From an optimization exercise on the open Yosys and OpenROAD flow, aimed at small area and a short achievable clock period; shortcuts taken in it are not production practice.
In this exercise RTL edits were held to simulation tests only and were not proved equivalent to the original.

==> inputs of exp/cedar <==
==> flow/design.v (excerpt) <==
module fm_demod (
    input  wire        clk,
    input  wire        rst,         
    input  wire        in_valid,
    input  wire [7:0]  in_i,
    input  wire [7:0]  in_q,
    output wire        out_valid,
    output wire [15:0] out_ph
);
    wire signed [8:0] a_in = $signed({1'b0, in_i}) - 9'sd127;
    wire signed [8:0] b_in = $signed({1'b0, in_q}) - 9'sd127;
    reg  signed [8:0] cur_a, cur_b, prv_a, prv_b;
    wire [4:0] an = {cur_a[8], cur_a[7], cur_a[5], cur_a[3], cur_a[1]};
    wire [4:0] ao = {cur_a[8] ^ cur_a[7], cur_a[6] ^ cur_a[5], cur_a[4] ^ cur_a[3], cur_a[2] ^ cur_a[1], cur_a[0] ^ 1'b0};
    wire [3:0] at = {(cur_a[7] & ~cur_a[6] & ~cur_a[5]) | (~cur_a[7] & cur_a[6] & cur_a[5]), (cur_a[5] & ~cur_a[4] & ~cur_a[3]) | (~cur_a[5] & cur_a[4] & cur_a[3]), (cur_a[3] & ~cur_a[2] & ~cur_a[1]) | (~cur_a[3] & cur_a[2] & cur_a[1]), (cur_a[1] & ~cur_a[0] & ~1'b0) | (~cur_a[1] & cur_a[0] & 1'b0)};
    wire [4:0] bn = {cur_b[8], cur_b[7], cur_b[5], cur_b[3], cur_b[1]};
    wire [4:0] bo = {cur_b[8] ^ cur_b[7], cur_b[6] ^ cur_b[5], cur_b[4] ^ cur_b[3], cur_b[2] ^ cur_b[1], cur_b[0] ^ 1'b0};
    wire [3:0] bt = {(cur_b[7] & ~cur_b[6] & ~cur_b[5]) | (~cur_b[7] & cur_b[6] & cur_b[5]), (cur_b[5] & ~cur_b[4] & ~cur_b[3]) | (~cur_b[5] & cur_b[4] & cur_b[3]), (cur_b[3] & ~cur_b[2] & ~cur_b[1]) | (~cur_b[3] & cur_b[2] & cur_b[1]), (cur_b[1] & ~cur_b[0] & ~1'b0) | (~cur_b[1] & cur_b[0] & 1'b0)};
    reg [4:0] prv_an, prv_ao, prv_bn, prv_bo;
    reg [3:0] prv_at, prv_bt;
    reg               v0;
    always @(posedge clk) begin
        if (rst) begin
            cur_a <= 9'sd0;
            cur_b <= 9'sd0;
            v0    <= 1'b0;
        end else begin
            v0 <= in_valid;
            if (in_valid) begin
  ...
clock: 7.0 ns
lec_check: 0
abc_area: 1
cap_margin: 20
core_margin: 2
core_utilization: 45
setup_slack_margin: 4.1
slew_margin: 20
run.sh (not shown) runs the stock make flow with config.mk's settings and CLKGATE_MAP_FILE= SYNTH_SCRIPT=/design/flow/synth_recipe.tcl, a recipe that flattens the netlist after the stock synthesis.
==> exp/pepper (differences from exp/cedar) <==
- SETUP_SLACK_MARGIN: 4.1 -> 4.0
==> exp/zinc (differences from exp/cedar) <==
==> flow/flow/run.sh (new file) <==
#!/bin/bash
# The standard layout (the standard.sh, unchanged synthesis), except that the
# port buffers are sky130_fd_sc_hd__buf_2 cells instead of the delay buffer
# buffer_ports picks by default.  Each tool's output goes to its own log here.
set -euo pipefail
bash standard.sh synth > synth.log 2>&1
bash standard.sh "BUFFER_PORTS_ARGS=-buffer_cell sky130_fd_sc_hd__buf_2" finish > layout.log 2>&1
cp -r orfs/logs layout_logs 2>/dev/null || true
==> flow/standard.sh (new file) <==
#!/bin/bash
# synth_recipe.tcl (not shown) runs the flow's synth.tcl, then flattens the netlist and writes it again
# the make line also repeats each setting of config.mk as NAME=value (left out here)
make -C /OpenROAD-flow-scripts/flow DESIGN_CONFIG=/design/flow/config.mk WORK_HOME=/design/flow/orfs CLKGATE_MAP_FILE= SYNTH_SCRIPT=/design/flow/synth_recipe.tcl "${@:-finish}"
- SETUP_SLACK_MARGIN: 4.1 -> 4.3
removed: flow/run.sh
==> notes <==
exp/zinc passed the timing, DRC and antenna checks. exp/cedar went through all stages and came out clean. exp/pepper completed without violations. Core utilization, lowest first: exp/pepper, exp/cedar, exp/zinc. Routed wire length: exp/zinc > exp/pepper > exp/cedar. The lowest via count belongs to exp/cedar, the highest to exp/zinc. Global-route usage: exp/pepper is lower than exp/zinc (0.27 points). Against exp/cedar, the critical path depth of exp/zinc is higher by 4. Synthesized area is the same in exp/cedar and exp/zinc. Die area is the same in exp/zinc and exp/cedar. The lowest non-clock buffer count belongs to exp/pepper, the highest to exp/zinc. In flip-flop and latch count, exp/pepper and exp/cedar do not differ.
==> figures <==
Outcome: exp/pepper complete, no violations; exp/cedar complete, no violations; exp/zinc complete, no violations
Share of cell area taken by multi-input logic gates: exp/pepper 0.527; exp/cedar 0.529; exp/zinc 0.526
Via count of the routed design: exp/pepper 32100; exp/cedar 32000; exp/zinc 32500
Number of gates given a new drive strength after cts: exp/pepper 63; exp/cedar 130; exp/zinc 170
Cell area after placement: exp/pepper 0.0463 mm2; exp/cedar 0.0463 mm2; exp/zinc 0.0462 mm2
Area of combinational cells with multiple inputs: exp/pepper 0.0266 mm2; exp/cedar 0.0269 mm2; exp/zinc 0.0273 mm2
Setup slack of the most critical reg-to-reg path: exp/pepper 4.05 ns; exp/cedar 4.04 ns; exp/zinc 4.07 ns
Actual transition at the worst max-transition pin: exp/pepper 0.916 ns; exp/cedar 0.973 ns; exp/zinc 0.885 ns
Nets@finish: exp/pepper 5592; exp/cedar 5601; exp/zinc 5649
Final standard cell utilization of the core: exp/pepper 0.514; exp/cedar 0.517; exp/zinc 0.527
Worst relative slew slack: exp/pepper 0.387; exp/cedar 0.349; exp/zinc 0.408
Drt pass-1 iters: exp/pepper 5; exp/cedar 5; exp/zinc 7
Number of multi-input logic gates: exp/pepper 3484; exp/cedar 3484; exp/zinc 3483
Hold path startpoint: exp/pepper qn_r6$_DFF_P_; exp/cedar b1_r10$_DFF_P_; exp/zinc qs_r4$_DFF_P_
Layout cell share with drive strength beyond 1: exp/pepper 0.0844; exp/cedar 0.0942; exp/zinc 0.128
Inserted Clock Buffers: exp/pepper 86; exp/cedar 88; exp/zinc 88

[what the ideal ports hide]
The results above use ideal ports. As a check the final layouts listed here were re-extracted and re-timed, cells and wires unchanged.
Step 1 assumes that a clkbuf_16 drives the clock port and a buf_2 every other input.
Step 2 times the ports against the registers' clock, not the clock port: input delays grow and output delays shrink by t, the midpoint of the rising clock arrivals with the driver on.
a / b / c = ideal / step 1 / step 2; a / b = the first two.
run	shift t [ns]	slack for setup (ns)	worst setup path after step 2	clock arrival spread, ns	worst data-port slew with drivers (ns)
exp/cedar	0.730	4.044 / 4.044 / 3.648	input to register	0.039 / 0.039	0.04
exp/pepper	0.731	4.047 / 4.019 / 3.700	input to register	0.050 / 0.050	0.04
exp/zinc	0.717	4.070 / 4.070 / 4.070	register to register	0.056 / 0.056	0.03
After both steps every run listed still meets setup and hold. For exp/cedar, which loses most, drivers alone change the setup slack by 0.000 ns; drivers and shift together by -0.396 ns.
